This design comes from an exercise in tuning for a short achievable clock period and few clock cycles on the open sky130 flow, not from production work. Only simulation tests tie the RTL to the original design; equivalence was not proved. Power and IR drop assume default switching activity.

## flow/design.v (module list and top-level ports; edited modules follow where they fit)
// module tc_core: 360 lines
// module tc_mul_s1: 690 lines
// module tc_booth_enc: 53 lines
// module tc_red_m: 89 lines
// module tc_add32: 24 lines
// module tc_gt32: 78 lines
module tc_core (
    input  wire         clk,
    input  wire         rst,         
    input  wire [31:0]  prog_len,
    output wire [31:0]  imem_addr,
    input  wire [127:0] imem_data,
    output wire [1:0]   run_state,
    output wire [1:0]   cause,
    output wire [31:0]  r0,
    output wire [31:0]  r1,
    output wire [31:0]  r2,
    output wire [31:0]  r3
);
  // ...
==> flow/flow/run.sh <==
#!/bin/bash
# The standard layout (standard.sh: the standard flow's synthesis, floorplan, placement, CTS,
# routing and finish, with the standard flow's constraints), with two changes to how it optimises:
#  - the setup repair aims for more slack than the design's clock period needs
#    (SETUP_SLACK_MARGIN, ns), so that the achieved period comes out short;
#  - the port buffers are plain buf_4 cells instead of the slow delay buffers that
#    buffer_ports picks by default (every input and output still gets its buffer).
# make's output goes to standard.log; ORFS writes each tool's own log under orfs/logs.
set -euo pipefail
export SETUP_SLACK_MARGIN=8.5
export BUFFER_PORTS_ARGS="-buffer_cell sky130_fd_sc_hd__buf_4"
bash standard.sh > standard.log 2>&1
==> flow/standard.sh <==
#!/bin/bash
# synth_recipe.tcl (not shown) runs the flow's synth.tcl, then flattens the netlist and writes it again
# the make line also repeats each setting of config.mk as NAME=value (left out here)
make -C /OpenROAD-flow-scripts/flow DESIGN_CONFIG=/design/flow/config.mk WORK_HOME=/design/flow/orfs CLKGATE_MAP_FILE= SYNTH_SCRIPT=/design/flow/synth_recipe.tcl "${@:-finish}"
==> flow/config.mk <==
export PLATFORM = sky130hd
export DESIGN_NAME = tc_core
export DESIGN_NICKNAME = tc_core
export VERILOG_FILES = /design/flow/design.v
export SDC_FILE = /design/flow/constraint.sdc
export NUM_CORES = 4
export LEC_CHECK = 0
export ABC_CLOCK_PERIOD_IN_PS = 3500
export CAP_MARGIN = 20
export CORE_MARGIN = 2
export CORE_UTILIZATION = 45
export GPL_TIMING_DRIVEN = 1
export PLACE_DENSITY = 0.6
export SLEW_MARGIN = 20
export TNS_END_PERCENT = 10
==> flow/constraint.sdc <==
create_clock -name core_clock -period 12.0 [get_ports {clk}]
set_input_delay 2.4000 -clock core_clock [delete_from_list [all_inputs] [get_ports {clk}]]
set_output_delay 2.4000 -clock core_clock [all_outputs]
set_load 0.01 [all_outputs]
==> reports/metrics.yaml, run 1 <==
grt:
  overflow: 0
  grt_pass1_vias: 74900
  met2_usage_pct: 64.5
  grt_pass1_wl_um: 631000
  antenna_found_initial: 55
power_and_ir_drop:
  p_int_w: 0.0101
  power_frac_seq_pct: 48.1
  power.leakage_nw: 44.4
critical_path:
  cpPeakStageDelay_ns: 0.55
  crit_type: "flop to flop"
  cp_top_family: "compound AO/OA/AOI/OAI gates"
  crit_end: "rd_val[30]"
synth:
  synth_mux_area_share_pct: 0.657
  synthTopCellsByArea: "edfxtp_1, dfxtp_1, xor2_1"
  synth_common_cells: "edfxtp_1, xor2_1, nand2_1, a22oi_1, dfxtp_1"
  synth_area_per_cell_sq_um: 10.9
  synth_warnings: 1
  synthSimpleGateAreaFrac_pct: 10.5
  syn_area_sq_um: 93300
  synth_xor_xnor_area_share_pct: 12.5
  synthAdderAreaFrac_pct: 7.94
  ys_types: 91
timing:
  timing.final.ws_setup_ns: 7.04
cells_and_area:
  layout_common_cells: "edfxtp_1, buf_4, xor2_1, nand2_1, a22oi_1"
  bufAreaShareNonClock_pct: 10.2
  drive_above_1_share_pct: 23.4
  seq-cell-share_pct: 39.5
  final_core_util_pct: 56.2
  final_common_cell: "edfxtp_1"
  nFlopsAndLatches: 1671
status:
  status: "complete, no violations"
drt:
  dr.first_iter.drc_count: 14100
  met1_length_um: 166000
  met2WireLength_um: 204000
  ant_nets: 0
  avgRoutedWirePerCell_um: 39.7
floorplan:
  die_area_sq_um: 211000
  coreArea_sq_um: 207000
run:
  max_cap_viol_count: 0
clock_network:
  cts_num_sinks: 1671
place:
  place_ws_ns: 6.30
worst_hold_path:
  min_path_type: "flop to flop"
  worstHoldStart: "sc_c2[11]"
Testbench counts, summed over its fixed seeds: cycles 47,802.
==> module tc_core, before the edit <==
module tc_core (
    input  wire         clk,
    input  wire         rst,         
    input  wire [31:0]  prog_len,
    output wire [31:0]  imem_addr,
    input  wire [127:0] imem_data,
    output wire [1:0]   run_state,
    output wire [1:0]   cause,
    output wire [31:0]  r0,
    output wire [31:0]  r1,
    output wire [31:0]  r2,
    output wire [31:0]  r3
);
    localparam RUNNING = 2'd0, HALT_NORMAL = 2'd1, HALT_FAULT = 2'd2;
    localparam R = 3;
    localparam NTOP = 14;        
    reg [1:0]  run;
    reg [31:0] x0, x1, x2, x3;
    reg        first;            
    reg [31:0] plen;
    reg [31:0] fpc;
    reg        fstop;            
    reg        rd_go;            
    reg [31:0] rd_val;
    localparam NJ = 4;
    reg [NJ-1:0] jv;
    reg [31:0]   ja [0:NJ-1];      
    reg [31:0]   jt [0:NJ-1];
    reg [1:0]    jp;
    localparam NC = 4;
    reg [NC-1:0] cv;
    reg [31:0]   ca  [0:NC-1];
    reg [31:0]   cam [0:NC-1];     
    reg          cgt [0:NC-1];
    reg [3:0]    cs1 [0:NC-1];
    reg [3:0]    cs2 [0:NC-1];
    reg [31:0]   cc1 [0:NC-1];
    reg [31:0]   cc2 [0:NC-1];
    reg [1:0]    cp;
    reg          jf_v, cf_v, cf_gt;
    reg [31:0]   jf_a, jf_t, cf_a, cf_am, cf_c1, cf_c2;
    reg [3:0]    cf_s1, cf_s2;
    reg          sc_v;
    reg          sc_gt;
    reg [3:0]    sc_s1, sc_s2;
    reg [31:0]   sc_c1, sc_c2;
    reg        idv;              
    reg [31:0] id_ip;
    reg        id_oor;           
    reg        id_fault;         
    reg        id_exec;          
    reg        id_add, id_mul, id_copy, id_gt, id_eq;
    reg [3:0]  id_s1, id_s2;     
    reg [31:0] id_c1, id_c2;     
    reg [2:0]  id_d;             
    reg        id_pred;          
    reg        id_gj;            
    reg        id_dep;           
    reg        id_f1, id_f2;     
    reg [4:0]  id_so;            
    reg [3:0]  id_ms1, id_ms2;   
    reg [31:0] id_mc1, id_mc2;
    reg        id_sv;            
    reg        id_sgt;
    reg [3:0]  id_ss1, id_ss2;
    reg [31:0] id_sc1, id_sc2;
    reg            m2v;
    reg [32*R-1:0] m2rows;
    reg [NTOP-1:0] m2top;
    reg [2:0]      m2d;
    reg            m2gj;
    wire [31:0] f_op = imem_data[127:96];
    wire [31:0] f_a  = imem_data[95:64];
    wire [31:0] f_b  = imem_data[63:32];
    wire [31:0] f_c  = imem_data[31:0];
    wire op_hi0 = (f_op[31:4] == 28'd0);
    wire [3:0] o = f_op[3:0];
    wire op_ok  = op_hi0 && (o <= 4'd11);
    wire is_add  = op_hi0 && (o == 4'd0 || o == 4'd1);
    wire is_mul  = op_hi0 && (o == 4'd2 || o == 4'd3);
    wire is_copy = op_hi0 && (o == 4'd4 || o == 4'd5);
    wire is_gt   = op_hi0 && (o == 4'd6 || o == 4'd7 || o == 4'd8);
    wire is_eq   = op_hi0 && (o == 4'd9 || o == 4'd10 || o == 4'd11);
    wire is_setr = op_hi0 && (o == 4'd4);
    wire a_reg = (o == 4'd0) || (o == 4'd1) || (o == 4'd2) || (o == 4'd3) || (o == 4'd4) ||
                 (o == 4'd7) || (o == 4'd8) || (o == 4'd10) || (o == 4'd11);
    wire b_reg = (o == 4'd0) || (o == 4'd2) || (o == 4'd5) || (o == 4'd6) || (o == 4'd8) ||
                 (o == 4'd9) || (o == 4'd11);
    wire a_ok = (f_a[31:2] == 30'd0);
    wire b_ok = (f_b[31:2] == 30'd0);
    wire c_ok = (f_c[31:2] == 30'd0);
    wire f_fault = op_ok && ((a_reg && !a_ok) || (b_reg && !b_ok) || !c_ok);
    wire c_zero = c_ok && (f_c[1:0] == 2'd0);
    wire f_jump = op_ok && !f_fault && c_zero;            
    wire f_fold = f_jump && is_setr;                       
    wire f_pred = f_jump && (is_gt || is_eq);
    wire f_gj   = f_jump && !is_setr && !is_gt && !is_eq;
    wire f_exec = op_ok && !f_fault && !f_fold;
    wire c_is0  = (f_c == 32'd0);
    wire n_fold = is_setr && c_is0;
    wire n_pred = (is_gt || is_eq) && c_is0;
    wire n_stop = (is_add || is_mul || (op_hi0 && o == 4'd5)) && c_is0;
    wire [1:0] ra = f_a[1:0];
    wire [1:0] rb = f_b[1:0];
    wire [3:0] s1 = !a_reg ? 4'b1000 :
                    (ra == 2'd1) ? 4'b0001 : (ra == 2'd2) ? 4'b0010 : (ra == 2'd3) ? 4'b0100 : 4'b1000;
    wire [3:0] s2 = !b_reg ? 4'b1000 :
                    (rb == 2'd1) ? 4'b0001 : (rb == 2'd2) ? 4'b0010 : (rb == 2'd3) ? 4'b0100 : 4'b1000;
    wire [31:0] c1 = (a_reg) ? fpc : f_a;      
    wire [31:0] c2 = (b_reg) ? fpc : f_b;
    wire [2:0] dsel = {f_c[1:0] == 2'd3, f_c[1:0] == 2'd2, f_c[1:0] == 2'd1};
    wire pend = idv && id_exec && id_mul && !id_gj;    
    wire rd1 = (s1[2:0] & id_d) != 3'd0;               
    wire rd2 = (s2[2:0] & id_d) != 3'd0;
    wire f_f1  = pend && is_add && rd1 && !rd2;
    wire f_f2  = pend && is_add && rd2 && !rd1;
    wire sdep = pend && sc_v && (((sc_s1[2:0] | sc_s2[2:0]) & id_d) != 3'd0);
    wire f_dep = pend && (rd1 || rd2) && !f_f1 && !f_f2;
    wire f_oor = first ? ($signed(prog_len) <= 32'sd0)
                       : ($signed(fpc) < 32'sd0 || $signed(fpc) >= $signed(plen));
    wire [31:0] fpc_inc = fpc + 32'd1;
    wire [31:0] fpc_dec = fpc - 32'd1;
    wire [31:0] b_inc   = f_b + 32'd1;
    reg        hs, h1, h2;
    reg [31:0] ts, t1, t2;
    reg [NJ-1:0] hsi;
    always @* begin : jt_lookup
        integer i;
        hs = 1'b0; h1 = 1'b0; h2 = 1'b0;
        ts = 32'd0; t1 = 32'd0; t2 = 32'd0;
        for (i = 0; i < NJ; i = i + 1) begin
            hsi[i] = jv[i] && ja[i] == fpc;
            if (hsi[i])                    begin hs = 1'b1; ts = ts | jt[i]; end
            if (jv[i] && ja[i] == 32'd0)   begin h1 = 1'b1; t1 = t1 | jt[i]; end
            if (jv[i] && ja[i] == 32'd1)   begin h2 = 1'b1; t2 = t2 | jt[i]; end
        end
    end
    wire [31:0] nseq = hs ? ts : fpc_inc;
    wire [31:0] ptgt = h2 ? t2 : 32'd2;        
    wire [31:0] tgt1 = h1 ? t1 : 32'd1;        
    wire [31:0] rd_inc = rd_val + 32'd1;
    reg         hc;
    reg         hc_gt;
    reg [3:0]   hc_s1, hc_s2;
    reg [31:0]  hc_c1, hc_c2;
    reg [NC-1:0] hck;
    always @* begin : ct_lookup
        integer k, m;
        hc = 1'b0; hc_gt = 1'b0; hc_s1 = 4'd0; hc_s2 = 4'd0; hc_c1 = 32'd0; hc_c2 = 32'd0;
        for (k = 0; k < NC; k = k + 1) begin
            hck[k] = cv[k] && cam[k] == fpc;
            for (m = 0; m < NJ; m = m + 1)
                if (hsi[m] && cv[k] && ca[k] == jt[m]) hck[k] = 1'b1;
            if (hck[k]) begin
                hc = 1'b1;
                hc_gt = hc_gt | cgt[k];
                hc_s1 = hc_s1 | cs1[k];
                hc_s2 = hc_s2 | cs2[k];
                hc_c1 = hc_c1 | cc1[k];
                hc_c2 = hc_c2 | cc2[k];
            end
        end
    end
    wire [31:0] fpc_e = hc ? ptgt : nseq;      
    wire [31:0] v1 = ({32{id_s1[0]}} & x1) | ({32{id_s1[1]}} & x2) |
                     ({32{id_s1[2]}} & x3) | ({32{id_s1[3]}} & id_c1);
    wire [31:0] v2 = ({32{id_s2[0]}} & x1) | ({32{id_s2[1]}} & x2) |
                     ({32{id_s2[2]}} & x3) | ({32{id_s2[3]}} & id_c2);
    wire [31:0] sum_n;
    tc_add32 u_addn (.a(v1), .b(v2), .s(sum_n));
    wire [31:0] other = ({32{id_so[0]}} & x1) | ({32{id_so[1]}} & x2) |
                        ({32{id_so[2]}} & x3) | ({32{id_so[3]}} & id_c1) |
                        ({32{id_so[4]}} & id_c2);
    wire [31:0] pr0, pr1;
    tc_red_m u_red (.rows(m2rows), .top(m2top), .s0(pr0), .s1(pr1));
    wire [31:0] mres;
    tc_add32 u_mres (.a(pr0), .b(pr1), .s(mres));
    wire [31:0] fs0 = pr0 ^ pr1 ^ other;
    wire [31:0] fs1 = {(pr0[30:0] & pr1[30:0]) | (pr0[30:0] & other[30:0]) | (pr1[30:0] & other[30:0]), 1'b0};
    wire [31:0] sum_f;
    tc_add32 u_fuse (.a(fs0), .b(fs1), .s(sum_f));
    wire gt;
    tc_gt32 u_gt (.a(v1), .b(v2), .gt(gt));
    wire eq = (v1 == v2);
    wire [31:0] sum = (id_f1 || id_f2) ? sum_f : sum_n;
    wire [31:0] eres = ({32{id_add}}  & sum) |
                       ({32{id_copy}} & v2) |
                       {31'd0, (id_gt & gt) | (id_eq & eq)};
    wire [47:0] bd1, bd2, bd3, bdc;
    tc_booth_enc u_bd1 (.a(x1), .d(bd1));
    tc_booth_enc u_bd2 (.a(x2), .d(bd2));
    tc_booth_enc u_bd3 (.a(x3), .d(bd3));
    tc_booth_enc u_bdc (.a(id_mc1), .d(bdc));
    wire [47:0] mdig = ({48{id_ms1[0]}} & bd1) | ({48{id_ms1[1]}} & bd2) |
                       ({48{id_ms1[2]}} & bd3) | ({48{id_ms1[3]}} & bdc);
    wire [31:0] mv2 = ({32{id_ms2[0]}} & x1) | ({32{id_ms2[1]}} & x2) |
                      ({32{id_ms2[2]}} & x3) | ({32{id_ms2[3]}} & id_mc2);
    wire [32*R-1:0] rows;
    wire [NTOP-1:0] top;
    tc_mul_s1 u_mul (.d(mdig), .b(mv2), .rows(rows), .top(top));
    wire [31:0] sv1 = ({32{id_ss1[0]}} & x1) | ({32{id_ss1[1]}} & x2) |
                      ({32{id_ss1[2]}} & x3) | ({32{id_ss1[3]}} & id_sc1);
    wire [31:0] sv2 = ({32{id_ss2[0]}} & x1) | ({32{id_ss2[1]}} & x2) |
                      ({32{id_ss2[2]}} & x3) | ({32{id_ss2[3]}} & id_sc2);
    wire sgt;
    tc_gt32 u_sgt (.a(sv1), .b(sv2), .gt(sgt));
    wire sres = id_sgt ? sgt : (sv1 == sv2);
    wire running = (run == RUNNING);
    wire stall   = idv && id_dep && m2v;
    wire s_go    = running && idv && !stall;
    wire smis    = s_go && id_sv && !sres;              
    wire e_go    = s_go && !smis;                       
    wire e_halt  = e_go && id_oor;
    wire e_fault = e_go && id_fault;
    wire e_do    = e_go && id_exec;
    wire e_wr    = e_do && !id_mul && !id_gj && !id_pred;
    wire mispred = e_do && id_pred && !(id_gt ? gt : eq);
    wire e_safe  = !idv || (!id_oor && !id_fault && !id_pred && !id_gj && !stall && !id_sv &&
                            !(id_exec && id_mul));
    wire f_live  = running && !fstop && !rd_go;
    wire f_halt  = f_live && f_oor && e_safe;           
    always @(posedge clk) begin
        if (rst) begin
            run    <= RUNNING;
            x0     <= 32'd0;
            x1     <= 32'd0;
            x2     <= 32'd0;
            x3     <= 32'd0;
            first  <= 1'b1;
            fpc    <= 32'd0;
            fstop  <= 1'b0;
            rd_go  <= 1'b0;
            idv    <= 1'b0;
            m2v    <= 1'b0;
            m2gj   <= 1'b0;
            jv     <= {NJ{1'b0}};
            cv     <= {NC{1'b0}};
            jf_v   <= 1'b0;
            cf_v   <= 1'b0;
            cp     <= 2'd0;
            sc_v   <= 1'b0;
            jp     <= 2'd0;
        end else begin
            first <= 1'b0;
            if (e_wr && id_d[0]) x1 <= eres; else if (m2v && m2d[0]) x1 <= mres;
            if (e_wr && id_d[1]) x2 <= eres; else if (m2v && m2d[1]) x2 <= mres;
            if (e_wr && id_d[2]) x3 <= eres; else if (m2v && m2d[2]) x3 <= mres;
            m2v    <= e_do && id_mul;
            m2gj   <= e_do && id_mul && id_gj;
            if (e_halt || e_fault || f_halt) x0 <= e_go && (id_oor || id_fault) ? id_ip : fpc;
            if (e_halt || f_halt) run <= HALT_NORMAL;
            else if (e_fault) run <= HALT_FAULT;
            jf_v  <= f_live && !f_oor && f_fold;
            cf_v  <= f_live && !f_oor && f_pred;
            if (jf_v) begin
                jv[jp] <= 1'b1;
                jp     <= jp + 2'd1;
            end
            if (cf_v) begin
                cv[cp]  <= 1'b1;
                cp      <= cp + 2'd1;
            end
            rd_go <= (e_do && id_gj && !id_mul) || m2gj;
            if (!stall) begin
                if (smis || mispred)  fpc <= tgt1;
                else if (rd_go)       fpc <= rd_inc;
                else if (n_fold)      fpc <= b_inc;
                else if (n_pred)      fpc <= ptgt;
                else                  fpc <= fpc_e;
            end
            if (!stall) begin
                idv  <= f_live && !smis && !mispred && !rd_go;
                sc_v <= f_live && !smis && !mispred && !rd_go &&
                        !f_oor && !n_stop && !n_fold && !n_pred && hc;
                if (smis || mispred || rd_go) fstop <= 1'b0;
                else if (f_live && (f_oor || n_stop)) fstop <= 1'b1;
            end
        end
    end
    always @(posedge clk) begin
        if (first) plen <= prog_len;
        m2rows <= rows;
        m2top  <= top;
        m2d    <= id_gj ? 3'd0 : id_d;
        if (e_do && id_gj && !id_mul) rd_val <= eres;
        if (m2gj) rd_val <= mres;
        jf_a  <= fpc_dec;
        jf_t  <= b_inc;
        cf_a  <= fpc;
        cf_am <= fpc_dec;
        cf_gt <= is_gt;
        cf_s1 <= s1;
        cf_s2 <= s2;
        cf_c1 <= c1;
        cf_c2 <= c2;
        if (jf_v) begin
            ja[jp] <= jf_a;
            jt[jp] <= jf_t;
        end
        if (cf_v) begin
            ca[cp]  <= cf_a;
            cam[cp] <= cf_am;
            cgt[cp] <= cf_gt;
            cs1[cp] <= cf_s1;
            cs2[cp] <= cf_s2;
            cc1[cp] <= cf_c1;
            cc2[cp] <= cf_c2;
        end
        if (stall) begin
            id_dep <= 1'b0;
            id_f1  <= 1'b0;
            id_f2  <= 1'b0;
        end else begin
            id_ip    <= fpc;
            id_oor   <= f_oor;
            id_fault <= !f_oor && f_fault;
            id_exec  <= !f_oor && f_exec;
            id_add   <= is_add;
            id_mul   <= is_mul;
            id_copy  <= is_copy;
            id_gt    <= is_gt;
            id_eq    <= is_eq;
            id_s1    <= s1;
            id_s2    <= s2;
            id_c1    <= c1;
            id_c2    <= c2;
            id_ms1   <= is_mul ? s1 : 4'd0;    
            id_ms2   <= is_mul ? s2 : 4'd0;    
            id_mc1   <= is_mul ? c1 : 32'd0;
            id_mc2   <= is_mul ? c2 : 32'd0;
            id_d     <= c_zero ? 3'd0 : dsel;
            id_pred  <= !f_oor && f_pred;
            id_gj    <= !f_oor && f_gj;
            id_dep   <= (!f_oor && f_exec && f_dep) || sdep;
            id_f1    <= !f_oor && f_exec && f_f1;
            id_f2    <= !f_oor && f_exec && f_f2;
            id_so    <= rd1 ? {s2[3], 1'b0, s2[2:0]} : {1'b0, s1[3], s1[2:0]};    
            id_sv    <= sc_v;
            id_sgt   <= sc_gt;
            id_ss1   <= sc_s1;
            id_ss2   <= sc_s2;
            id_sc1   <= sc_c1;
            id_sc2   <= sc_c2;
        end
        if (!stall && hc) begin
            sc_gt <= hc_gt;
            sc_s1 <= hc_s1;
            sc_s2 <= hc_s2;
            sc_c1 <= hc_c1;
            sc_c2 <= hc_c2;
        end
    end
    assign imem_addr = fpc;
    assign run_state = run;
    assign cause     = (run == HALT_FAULT) ? 2'd1 : 2'd0;
    assign r0 = x0;
    assign r1 = x1;
    assign r2 = x2;
    assign r3 = x3;
endmodule
==> run 2, diff against run 1 <==
--- a/flow/design.v
+++ b/flow/design.v
@@ -57,9 +57,11 @@
     reg        id_gj;            
     reg        id_dep;           
     reg        id_f1, id_f2;     
-    reg [4:0]  id_so;            
+    reg [31:0] id_oth;           
     reg [3:0]  id_ms1, id_ms2;   
     reg [31:0] id_mc1, id_mc2;
+    reg        id_fix;           
+    reg [31:0] id_ipn;           
     reg        id_sv;            
     reg        id_sgt;
     reg [3:0]  id_ss1, id_ss2;
@@ -96,10 +98,11 @@
     wire f_pred = f_jump && (is_gt || is_eq);
     wire f_gj   = f_jump && !is_setr && !is_gt && !is_eq;
     wire f_exec = op_ok && !f_fault && !f_fold;
-    wire c_is0  = (f_c == 32'd0);
-    wire n_fold = is_setr && c_is0;
-    wire n_pred = (is_gt || is_eq) && c_is0;
-    wire n_stop = (is_add || is_mul || (op_hi0 && o == 4'd5)) && c_is0;
+    wire n_c0   = (f_c[1:0] == 2'd0);
+    wire n_fold = (o == 4'd4) && n_c0;
+    wire n_pred = (o >= 4'd6) && (o <= 4'd11) && n_c0;
+    wire n_stop = (o <= 4'd3 || o == 4'd5) && n_c0;
+    wire n_fix  = !op_hi0 && (n_fold || n_pred || n_stop);
     wire [1:0] ra = f_a[1:0];
     wire [1:0] rb = f_b[1:0];
     wire [3:0] s1 = !a_reg ? 4'b1000 :
@@ -112,10 +115,17 @@
     wire pend = idv && id_exec && id_mul && !id_gj;    
     wire rd1 = (s1[2:0] & id_d) != 3'd0;               
     wire rd2 = (s2[2:0] & id_d) != 3'd0;
-    wire f_f1  = pend && is_add && rd1 && !rd2;
-    wire f_f2  = pend && is_add && rd2 && !rd1;
+    wire lo_add = (o == 4'd0) || (o == 4'd1);
+    wire lo_mul = (o == 4'd2) || (o == 4'd3);
+    wire f_f1  = pend && lo_add && rd1 && !rd2;
+    wire f_f2  = pend && lo_add && rd2 && !rd1;
     wire sdep = pend && sc_v && (((sc_s1[2:0] | sc_s2[2:0]) & id_d) != 3'd0);
-    wire f_dep = pend && (rd1 || rd2) && !f_f1 && !f_f2;
+    wire [3:0]  so  = rd1 ? s2 : s1;
+    wire [31:0] co  = rd1 ? c2 : c1;
+    wire [31:0] oth = ({32{so[0]}} & x1) | ({32{so[1]}} & x2) |
+                      ({32{so[2]}} & x3) | ({32{so[3]}} & co);
+    wire f_odep = m2v && ((so[2:0] & m2d) != 3'd0);
+    wire f_dep = pend && (((rd1 || rd2) && !f_f1 && !f_f2) || ((f_f1 || f_f2) && f_odep));
     wire f_oor = first ? ($signed(prog_len) <= 32'sd0)
                        : ($signed(fpc) < 32'sd0 || $signed(fpc) >= $signed(plen));
     wire [31:0] fpc_inc = fpc + 32'd1;
@@ -162,15 +172,14 @@
         end
     end
     wire [31:0] fpc_e = hc ? ptgt : nseq;      
+    wire [31:0] fpc_r = rd_go ? rd_inc : fpc_e;
     wire [31:0] v1 = ({32{id_s1[0]}} & x1) | ({32{id_s1[1]}} & x2) |
                      ({32{id_s1[2]}} & x3) | ({32{id_s1[3]}} & id_c1);
     wire [31:0] v2 = ({32{id_s2[0]}} & x1) | ({32{id_s2[1]}} & x2) |
                      ({32{id_s2[2]}} & x3) | ({32{id_s2[3]}} & id_c2);
     wire [31:0] sum_n;
     tc_add32 u_addn (.a(v1), .b(v2), .s(sum_n));
-    wire [31:0] other = ({32{id_so[0]}} & x1) | ({32{id_so[1]}} & x2) |
-                        ({32{id_so[2]}} & x3) | ({32{id_so[3]}} & id_c1) |
-                        ({32{id_so[4]}} & id_c2);
+    wire [31:0] other = id_oth;
     wire [31:0] pr0, pr1;
     tc_red_m u_red (.rows(m2rows), .top(m2top), .s0(pr0), .s1(pr1));
     wire [31:0] mres;
@@ -215,10 +224,18 @@
     wire e_do    = e_go && id_exec;
     wire e_wr    = e_do && !id_mul && !id_gj && !id_pred;
     wire mispred = e_do && id_pred && !(id_gt ? gt : eq);
-    wire e_safe  = !idv || (!id_oor && !id_fault && !id_pred && !id_gj && !stall && !id_sv &&
+    wire fixr    = e_go && id_fix;
+    wire e_safe  = !idv || (!id_oor && !id_fault && !id_pred && !id_gj && !stall && !id_sv && !id_fix &&
                             !(id_exec && id_mul));
     wire f_live  = running && !fstop && !rd_go;
     wire f_halt  = f_live && f_oor && e_safe;           
+    wire redir1  = smis || mispred;
+    wire redir   = redir1 || fixr;
+    wire sel_f   = !redir && !rd_go && n_fold;
+    wire sel_p   = !redir && !rd_go && n_pred;
+    wire sel_e   = !redir && !(!rd_go && (n_fold || n_pred));
+    wire [31:0] fpc_d = ({32{redir1}} & tgt1) | ({32{fixr}} & id_ipn) | ({32{sel_f}} & b_inc) |
+                        ({32{sel_p}} & ptgt) | ({32{sel_e}} & fpc_r);
     always @(posedge clk) begin
         if (rst) begin
             run    <= RUNNING;
@@ -261,18 +278,12 @@
                 cp      <= cp + 2'd1;
             end
             rd_go <= (e_do && id_gj && !id_mul) || m2gj;
+            if (!stall) fpc <= fpc_d;
             if (!stall) begin
-                if (smis || mispred)  fpc <= tgt1;
-                else if (rd_go)       fpc <= rd_inc;
-                else if (n_fold)      fpc <= b_inc;
-                else if (n_pred)      fpc <= ptgt;
-                else                  fpc <= fpc_e;
-            end
-            if (!stall) begin
-                idv  <= f_live && !smis && !mispred && !rd_go;
-                sc_v <= f_live && !smis && !mispred && !rd_go &&
+                idv  <= f_live && !redir && !rd_go;
+                sc_v <= f_live && !redir && !rd_go &&
                         !f_oor && !n_stop && !n_fold && !n_pred && hc;
-                if (smis || mispred || rd_go) fstop <= 1'b0;
+                if (redir || rd_go) fstop <= 1'b0;
                 else if (f_live && (f_oor || n_stop)) fstop <= 1'b1;
             end
         end
@@ -312,6 +323,8 @@
             id_f2  <= 1'b0;
         end else begin
             id_ip    <= fpc;
+            id_ipn   <= fpc_inc;
+            id_fix   <= !f_oor && n_fix;
             id_oor   <= f_oor;
             id_fault <= !f_oor && f_fault;
             id_exec  <= !f_oor && f_exec;
@@ -324,17 +337,17 @@
             id_s2    <= s2;
             id_c1    <= c1;
             id_c2    <= c2;
-            id_ms1   <= is_mul ? s1 : 4'd0;    
-            id_ms2   <= is_mul ? s2 : 4'd0;    
-            id_mc1   <= is_mul ? c1 : 32'd0;
-            id_mc2   <= is_mul ? c2 : 32'd0;
+            id_ms1   <= lo_mul ? s1 : 4'd0;    
+            id_ms2   <= lo_mul ? s2 : 4'd0;    
+            id_mc1   <= lo_mul ? c1 : 32'd0;
+            id_mc2   <= lo_mul ? c2 : 32'd0;
             id_d     <= c_zero ? 3'd0 : dsel;
             id_pred  <= !f_oor && f_pred;
             id_gj    <= !f_oor && f_gj;
-            id_dep   <= (!f_oor && f_exec && f_dep) || sdep;
-            id_f1    <= !f_oor && f_exec && f_f1;
-            id_f2    <= !f_oor && f_exec && f_f2;
-            id_so    <= rd1 ? {s2[3], 1'b0, s2[2:0]} : {1'b0, s1[3], s1[2:0]};    
+            id_dep   <= (!f_oor && f_dep) || sdep;    
+            id_f1    <= f_f1 && !f_odep;
+            id_f2    <= f_f2 && !f_odep;
+            id_oth   <= oth;
             id_sv    <= sc_v;
             id_sgt   <= sc_gt;
             id_ss1   <= sc_s1;
--- a/flow/config.mk
+++ b/flow/config.mk
@@ -8,8 +8,8 @@
 export ABC_CLOCK_PERIOD_IN_PS = 3500
 export CAP_MARGIN = 20
 export CORE_MARGIN = 2
-export CORE_UTILIZATION = 45
+export CORE_UTILIZATION = 38
 export GPL_TIMING_DRIVEN = 1
-export PLACE_DENSITY = 0.6
+export PLACE_DENSITY = 0.58
 export SLEW_MARGIN = 20
 export TNS_END_PERCENT = 10
==> reports/metrics.yaml, run 2 <==
place:
  place.gp.congestion: 1.05  # was 1.03
  hpwl_um: 363000  # was 307,000 um
  place_area_sq_um: 101000  # was 98,700 sq um
  io_buffer_count: 324  # unchanged
grt:
  grt_pass1_vias: 76700  # was 74,900
  grt_max_degree: 108  # was 161
  antenna_found_initial: 79  # was 55
  grt_pass1_wl_um: 716000  # was 631,000 um
  grt.total_usage_pct: 41.7  # was 43.2%
  overflow: 0  # unchanged
power_and_ir_drop:
  power.leakage_nw: 47.4  # was 44.4 nW
  switching_power_w: 0.00380  # was 0.00331 W
  powerDensity_nw_per_um2: 119  # was 115 nW/um^2
  swShare_pct: 25.9  # was 24.7%
  power_frac_seq_pct: 46.7  # was 48.1%
  p_int_w: 0.0109  # was 0.0101 W
  p_comb_share_pct: 8.1  # was 6.0%
  clkPwrFrac_pct: 45.3  # was 45.9%
  vdd_ir_drop_max_uv: 172  # was 163 uV
cells_and_area:
  final_area_sq_um: 123000  # was 116,000 sq um
  final_nets: 9993  # was 9,796
  layout_common_cells: "edfxtp_1, buf_4, xor2_1, nand2_1, a22oi_1"  # unchanged
  drive_above_1_share_pct: 25.9  # was 23.4%
  area_growth_pct: 29.0  # was 24.5%
  final_common_cell: "edfxtp_1"  # unchanged
critical_path:
  cp-startpoint: "id_s2[2]"  # was id_so[0]
  r2r_start: "id_s2[2]"  # was id_so[0]
  worstPathCellList: "buf_12 > a22oi_2 > nand2_2 > ha_4 > fa_2 > a21oi_2 > nor2b_2 > a311oi_2 > buf_4 > o21ai_4 > buf_6 > a311o_2 > a41o_1 > a311o_1 > a221oi_2 > xor2_1 > o221a_2 > o21ai_4"  # was buf_6 > bufbuf_16 > a222oi_1 > inv_1 > a221oi_4 > fa_1 > inv_2 > ha_4 > a21o_1 > a21oi_2 > nor2_2 > a311oi_4 > buf_6 > nor4_4 > a2111oi_4 > nor4b_2 > a41o_1 > or4_4 > nor2_1 > nor2_1
  crit_arrival_ns: 5.32  # was 5.62 ns
  start_kind: "flop"  # unchanged
  cpPeakStageDelay_ns: 0.45  # was 0.55 ns
  path_buf_inv: 3  # was 5
  cp_top_family: "compound AO/OA/AOI/OAI gates"  # unchanged
  crit_top_cell: "o21ai_4"
  crit_type: "flop to flop"  # unchanged
  required_ns: 12.63  # was 12.66 ns
  crit_slowest_cell: "edfxtp_1"  # was or4_4
  cp_max_fo: 5  # was 16
  endpoint_kind: "flop"  # unchanged
timing:
  slew_violations: 0  # unchanged
  finalCriticalPeriod_ns: 4.69  # was 4.96 ns
  rsz0062_at_grt: "yes"  # unchanged
  relSlewSlack_pct: 8.09  # was 14.2%
  setup_violations: 0  # unchanged
  fmax_mhz: 213  # was 202 MHz
  clock-skew-final_ns: 0.0988  # was 0.0738 ns
  period_share_pct: 39.1  # was 41.4%
  tightest_slew_ns: 1.38  # was 1.28 ns
  fin_tns_setup_ns: 0  # unchanged
  hold_viol_final: 0  # unchanged
synth:
  synth_cells: 8568  # was 8,550
  ys_types: 92  # was 91
  synth_common_cells: "edfxtp_1, xor2_1, nand2_1, a22oi_1, dfxtp_1"  # unchanged
  syn_nets: 9191  # was 9,172
  synth_warnings: 1  # unchanged
  synth_area_per_cell_sq_um: 11.1  # was 10.9 sq um
  syn_area_sq_um: 95100  # was 93,300 sq um
  ys_ff_latch: 1731  # was 1,671
  yosysTopAreaCellShare_pct: 40.1  # was 38.9%
  synth_edf_count: 1269  # was 1,209
  dominantRegCellSynth: "edfxtp_1"  # unchanged
  synthTopCellsByArea: "edfxtp_1, dfxtp_1, xor2_1"  # unchanged
  synth_top_area_cell: "edfxtp_1"  # unchanged
  synth_async_sr_flop_share_pct: 0  # unchanged
  yosysSeqAreaShare_pct: 49.8  # was 48.8%
  synth_most_common_cell: "edfxtp_1"  # unchanged
clock_network:
  path_clk_slew_ns: 0.06  # about the same
  numCtsBuffers: 195  # was 181
  clockBufferDepth: 3  # unchanged
  cts_root_buf: "clkbuf_16"  # unchanged
  htree_levels: 4  # unchanged
  cts_num_sinks: 1731  # was 1,671
  cts_tree: "done"  # unchanged
  clkLatencyLatePin_ns: 0.93  # was 0.92 ns
drt:
  wirelength_um: 573000  # was 479,000 um
  avgRoutedWirePerCell_um: 44.3  # was 39.7 um
  vias_per_cell: 6.68  # was 6.69
  dr.first_iter.drc_count: 16900  # was 14,100
  drc: 0  # unchanged
  num_vias: 86400  # was 80,700
  ant_nets: 0  # unchanged
  drt_pass1_iterations: 15  # was 14
floorplan:
  placementRows: 183  # was 167
  die_width_um: 504  # was 459 um
  start_util_pct: 38.2  # was 45.1%
  die_h_um: 504  # was 459 um
  coreArea_sq_um: 249000  # was 207,000 sq um
  die_area_sq_um: 254000  # was 211,000 sq um
  pin_count: 326  # unchanged
status:
  status: "complete, no violations"  # unchanged
worst_hold_path:
  min_path_type: "flop to flop"  # unchanged
  worstHoldStart: "sc_c1[25]"  # was sc_c2[11]
run:
  max_cap_viol_count: 0  # unchanged
## run 2: cell types whose count changed in the layout (fill, tap and decap cells not counted), moves of 45 or more
cell,change
buf_4,+78
mux2i_1,+75
nor2_1,+57
a211oi_1,+92
edfxtp_1,+60
o21ai_0,-45
inv_1,-56
nand3_1,-46
nor2b_1,-70
## run 2: metal layers
metal	routed length, um	vias to the layer above	GRT usage [%]
li1	-	33100	-
met3	92100	1843	17.9
met5	1060	-	1.61
met1	221000	43600	56.4
met4	42000	36	22.7
met2	217000	7872	55.2
## run 2: per-stage QoR
| stage | utilization, % | hold slack, ns | setup WS, ns | instances | total power [W] |
|---|---|---|---|---|---|
| detailed placement | 40.7 | 0.405 | 5.49 | 11800 | 0.00778 |
| finish | 49.3 | 0.386 | 7.31 | 12900 | 0.0147 |
| global placement | 40.6 | 0.401 | 5.49 | 11800 | 0.00778 |
| CTS | 46.7 | 0.401 | 7.36 | 12600 | 0.0144 |
| global route | 49.3 | 0.414 | 7.37 | 12900 | 0.0149 |
| floorplan | - | 0.400 | 7.49 | 8568 | 0.00722 |
## run 2: final timing paths
check	depth (start not counted)	slack [ns]	endpoint
setup reg to reg	18	7.31	rd_val[30]
hold / removal	0	0.39	id_sc1[25]
hold reg to reg	0	0.39	id_sc1[25]
setup / recovery	18	7.31	rd_val[30]
## run 2: kinds of logic (layout without fill, tap and decap cells)
| family | Yosys count | count (layout) | synth area share, % |
|---|---|---|---|
| compound gates | 1883 | 1890 | 14.7 |
| xor+xnor | 1325 | 1325 | 12.2 |
| fa+ha+maj | 462 | 462 | 7.80 |
| buf+inv | 1033 | 1985 | 4.36 |
| flops | 1731 | 1731 | 49.8 |
| mux | 127 | 127 | 1.34 |
| other cells | 1 | 65 | 0.00394 |
| simple gates | 2006 | 2022 | 9.85 |
## run 2: power groups by stage
stage          Clock, W  Sequential [W]  Combinational, W
3_5_place_dp          0         0.00697          0.000810
4_1_cts         0.00663         0.00684          0.000943
6_report        0.00664         0.00684           0.00119
5_1_grt         0.00687         0.00683           0.00119
2_1_floorplan         0         0.00679          0.000430
3_3_place_gp          0         0.00697          0.000810
## run 2: layout make-up
cell class	count	area, sq um
Inverter	322	1250
Clock inverter	128	1800
Tap cell	3330	4170
Clock buffer	242	5300
Fill cell	22000	126000
Multi-Input combinational cell	5827	48900
Sequential cell	1731	47600
Antenna cell	64	160
Timing Repair Buffer	1293	13600
## run 2: timing repair
| action | in CTS | in global routing |
|---|---|---|
| pin swaps | 128 | 255 |
| hold buffers | 0 | 0 |
| setup endpoints to repair | 864 | 878 |
| buffers inserted | 384 | 253 |
| cloned | 47 | 43 |
| gates resized for setup | 711 | 726 |
Testbench counts of run 2, summed over its fixed seeds: cycles 47,804.
==> run 3, diff against run 2 <==
--- a/flow/design.v
+++ b/flow/design.v
@@ -124,7 +124,7 @@
     wire [31:0] co  = rd1 ? c2 : c1;
     wire [31:0] oth = ({32{so[0]}} & x1) | ({32{so[1]}} & x2) |
                       ({32{so[2]}} & x3) | ({32{so[3]}} & co);
-    wire f_odep = m2v && ((so[2:0] & m2d) != 3'd0);
+    wire f_odep = m2v;       
     wire f_dep = pend && (((rd1 || rd2) && !f_f1 && !f_f2) || ((f_f1 || f_f2) && f_odep));
     wire f_oor = first ? ($signed(prog_len) <= 32'sd0)
                        : ($signed(fpc) < 32'sd0 || $signed(fpc) >= $signed(plen));
--- a/flow/config.mk
+++ b/flow/config.mk
@@ -8,8 +8,8 @@
 export ABC_CLOCK_PERIOD_IN_PS = 3500
 export CAP_MARGIN = 20
 export CORE_MARGIN = 2
-export CORE_UTILIZATION = 38
+export CORE_UTILIZATION = 45
 export GPL_TIMING_DRIVEN = 1
-export PLACE_DENSITY = 0.58
+export PLACE_DENSITY = 0.6
 export SLEW_MARGIN = 20
 export TNS_END_PERCENT = 10
==> reports/metrics.yaml, run 3 <==
status:
  status: "complete, no violations"  # unchanged
clock_network:
  cts_root_buf: "clkbuf_16"  # unchanged
  htree_levels: 4  # unchanged
  numCtsBuffers: 192  # was 195
  cts_tree: "done"  # unchanged
  hold_buffers: 0  # unchanged
  clkLatencyLatePin_ns: 0.93  # about the same
  cts_num_sinks: 1731  # unchanged
  path_clk_slew_ns: 0.06  # about the same
  clockBufferDepth: 3  # unchanged
synth:
  dominantRegCellSynth: "edfxtp_1"  # unchanged
  synth_async_sr_flop_share_pct: 0  # unchanged
  synth_edf_count: 1269  # unchanged
  synth_cells: 8657  # was 8,568
  syn_area_sq_um: 95900  # was 95,100 sq um
  synth_top_area_cell: "edfxtp_1"  # unchanged
  synthTopCellsByArea: "edfxtp_1, dfxtp_1, xor2_1"  # unchanged
  ys_ff_latch: 1731  # unchanged
  synth_warnings: 1  # unchanged
  synth_most_common_cell: "edfxtp_1"  # unchanged
  synth_common_cells: "edfxtp_1, a22oi_1, xor2_1, nand2_1, clkbuf_1"  # was edfxtp_1, xor2_1, nand2_1, a22oi_1, dfxtp_1
  ys_types: 94  # was 92
  yosysSeqAreaShare_pct: 49.4  # was 49.8%
  yosysTopAreaCellShare_pct: 39.7  # was 40.1%
  syn_nets: 9280  # was 9,191
  synth_area_per_cell_sq_um: 11.1  # about the same
floorplan:
  start_util_pct: 45.2  # was 38.2%
  die_area_sq_um: 217000  # was 254,000 sq um
  die_width_um: 466  # was 504 um
  pin_count: 326  # unchanged
  coreArea_sq_um: 212000  # was 249,000 sq um
  die_h_um: 466  # was 504 um
  placementRows: 169  # was 183
timing:
  relSlewSlack_pct: 11.5  # was 8.09%
  hold_viol_final: 0  # unchanged
  clock-skew-final_ns: 0.103  # was 0.0988 ns
  period_share_pct: 39.7  # was 39.1%
  tightest_slew_ns: 1.29  # was 1.38 ns
  setup_violations: 0  # unchanged
  fmax_mhz: 210  # was 213 MHz
  finalCriticalPeriod_ns: 4.76  # was 4.69 ns
  slew_violations: 0  # unchanged
  fin_tns_setup_ns: 0  # unchanged
  hold_slack_ns: 0.350  # was 0.386 ns
  rsz0062_at_grt: "yes"  # unchanged
run:
  max_cap_viol_count: 0  # unchanged
drt:
  ant_nets: 0  # unchanged
  wirelength_um: 509000  # was 573,000 um
  drc: 0  # unchanged
  vias_per_cell: 6.80  # was 6.68
  avgRoutedWirePerCell_um: 41.5  # was 44.3 um
  drt_pass1_iterations: 10  # was 15
  dr.first_iter.drc_count: 14800  # was 16,900
  num_vias: 83400  # was 86,400
critical_path:
  crit_end: "fpc[23]"  # was rd_val[30]
  cp_max_fo: 7  # was 5
  endpoint_kind: "flop"  # unchanged
  cp-startpoint: "jt[3][4]"  # was id_s2[2]
  crit_arrival_ns: 5.48  # was 5.32 ns
  required_ns: 12.72  # was 12.63 ns
  r2r_start: "jt[3][4]"  # was id_s2[2]
  reg2regPathDepth: 13  # was 18
  crit_type: "flop to flop"  # unchanged
  reg2reg_slack_ns: 7.24  # was 7.31 ns
  start_kind: "flop"  # unchanged
  r2r-end: "fpc[23]"  # was rd_val[30]
cells_and_area:
  area_growth_pct: 24.4  # was 29.0%
  final_core_util_pct: 56.3  # was 49.3%
  final_common_cell: "edfxtp_1"  # unchanged
  drive_above_1_share_pct: 23.5  # was 25.9%
  layout_common_cells: "edfxtp_1, xor2_1, buf_4, a22oi_1, nand2_1"  # was edfxtp_1, buf_4, xor2_1, nand2_1, a22oi_1
  final_nets: 9865  # was 9,993
  final_area_sq_um: 119000  # was 123,000 sq um
place:
  place_area_sq_um: 102000  # was 101,000 sq um
  hpwl_um: 338000  # was 363,000 um
  io_buffer_count: 324  # unchanged
  place.gp.congestion: 1.07  # was 1.05
power_and_ir_drop:
  total_power_w: 0.0143  # was 0.0147 W
  powerDensity_nw_per_um2: 120  # was 119 nW/um^2
  power.leakage_nw: 45.6  # was 47.4 nW
  vdd_ir_drop_max_uv: 148  # was 172 uV
grt:
  grt.total_usage_pct: 44.1  # was 41.7%
  overflow: 0  # unchanged
  grt_pass1_wl_um: 653000  # was 716,000 um
  antenna_found_initial: 39  # was 79
  grt_max_degree: 164  # was 108
  grt_pass1_vias: 75200  # was 76,700
worst_hold_path:
  worstHoldStart: "fpc[17]"  # was sc_c1[25]
  min_path_type: "flop to flop"  # unchanged
-- run 3: logic make-up (layout without fill, tap and decap cells) --
kind of cell,Yosys count,after routing,synth area share [%]
and+or+nand+nor,2032,2037,10.3
AOI/OAI and AO/OA,1917,1918,14.8
DFF,1731,1731,49.4
xor gates and xnor gates,1323,1323,12.1
muxes,133,133,1.44
other,1,29,0.00391
buffers and inverters,1058,1808,4.22
adders and majority gates,462,462,7.74
-- run 3: how the worst min path moves through the flow --
| stage | slack (ns) | end | cells after the start |
|---|---|---|---|
| after floorplan | 0.40 | id_sc1[0] | 0 |
| after global placement | 0.33 | cf_a[17] | 0 |
| after detailed placement | 0.33 | cf_a[8] | 0 |
| after CTS | 0.33 | cf_a[17] | 0 |
| after global routing | 0.36 | cf_a[17] | 0 |
| final | 0.35 | cf_a[17] | 0 |
-- run 3: through the flow --
stage          worst slack (ns)  std cells
5_1_grt                    7.37      12200
6_report                   7.24      12300
3_5_place_dp               5.24      11400
2_1_floorplan              7.59       8657
4_1_cts                    7.48      11900
3_3_place_gp               4.67      11400
-- run 3: per-layer routing --
metal / track usage (%) / share of wire [%] / vias to the layer above / wire length, um
li1: - / - / 33100 / -
met1: 59.5 / 38 / 41700 / 192000
met2: 61.1 / 39 / 6902 / 201000
met3: 14.6 / 15 / 1591 / 74500
met4: 26.3 / 8.1 / 24 / 41200
met5: 0 / 0.032 / - / 161
-- run 3: critical path: stages (launching register included) --
cell and delay (ns):
edfxtp_1 0.74, xor2_1 0.24, nor4_1 0.85, nand4_1 0.22, nor2_1 0.33, a222oi_1 0.25
buf_4 0.26, a21boi_4 0.15, or4_4 0.25, buf_6 0.13, bufbuf_16 0.28, a211oi_1 0.06
or3_4 0.41, a311oi_4 0.44
-- run 3: cell type report --
class | instances | area (sq um)
Clock inverter | 109 | 1350
Antenna cell | 28 | 70.1
Clock buffer | 256 | 5300
Multi-Input combinational cell | 5874 | 48400
Sequential cell | 1731 | 47600
Inverter | 325 | 1240
Timing Repair Buffer | 1118 | 11800
Tap cell | 2821 | 3530
Fill cell | 17900 | 92600
-- run 3: repair_timing --
action                     4_1_cts  5_1_grt
buffers inserted               161      255
cloned                          38       39
gates resized for setup        438      759
setup endpoints to repair      876      871
pin swaps                       45      235
-- run 3: where the power goes --
group	leakage [nW]	switching [W]	total, W	internal [W]
Combinational	26.7	0.000796	0.00125	0.000455
Sequential	15.7	0.000241	0.00682	0.00658
Clock	3.21	0.00270	0.00623	0.00353
Total	45.6	0.00373	0.0143	0.0106
Testbench counts of run 3, summed over its fixed seeds: cycles 47,804.

-- separate check: timing with driven ports --
The results above use ideal ports. As a check the final layouts listed here were re-extracted and re-timed, cells and wires unchanged.
Step 1, drivers: a clkbuf_16 drives clk and a buf_2 each remaining input, both assumed.
Step 2, shift: input delay + t, output delay - t, t = (earliest + latest rising clock arrival at the registers) / 2. This alone moves slack from input paths to output paths.
a / b / c = ideal ports / drivers / drivers and shift; a / b = the first two.
run	t (ns)	setup WS [ns]	worst setup path after step 2
run 1	0.975	7.038 / 7.038 / 6.214	input to register
run 2	0.981	7.313 / 7.313 / 6.493	input to register
run 3	0.977	7.240 / 7.240 / 6.693	input to register
After both steps every run listed still meets setup and hold. The setup slack of run 1, which loses most, moves by 0.000 ns with the drivers and by -0.824 ns with both steps.
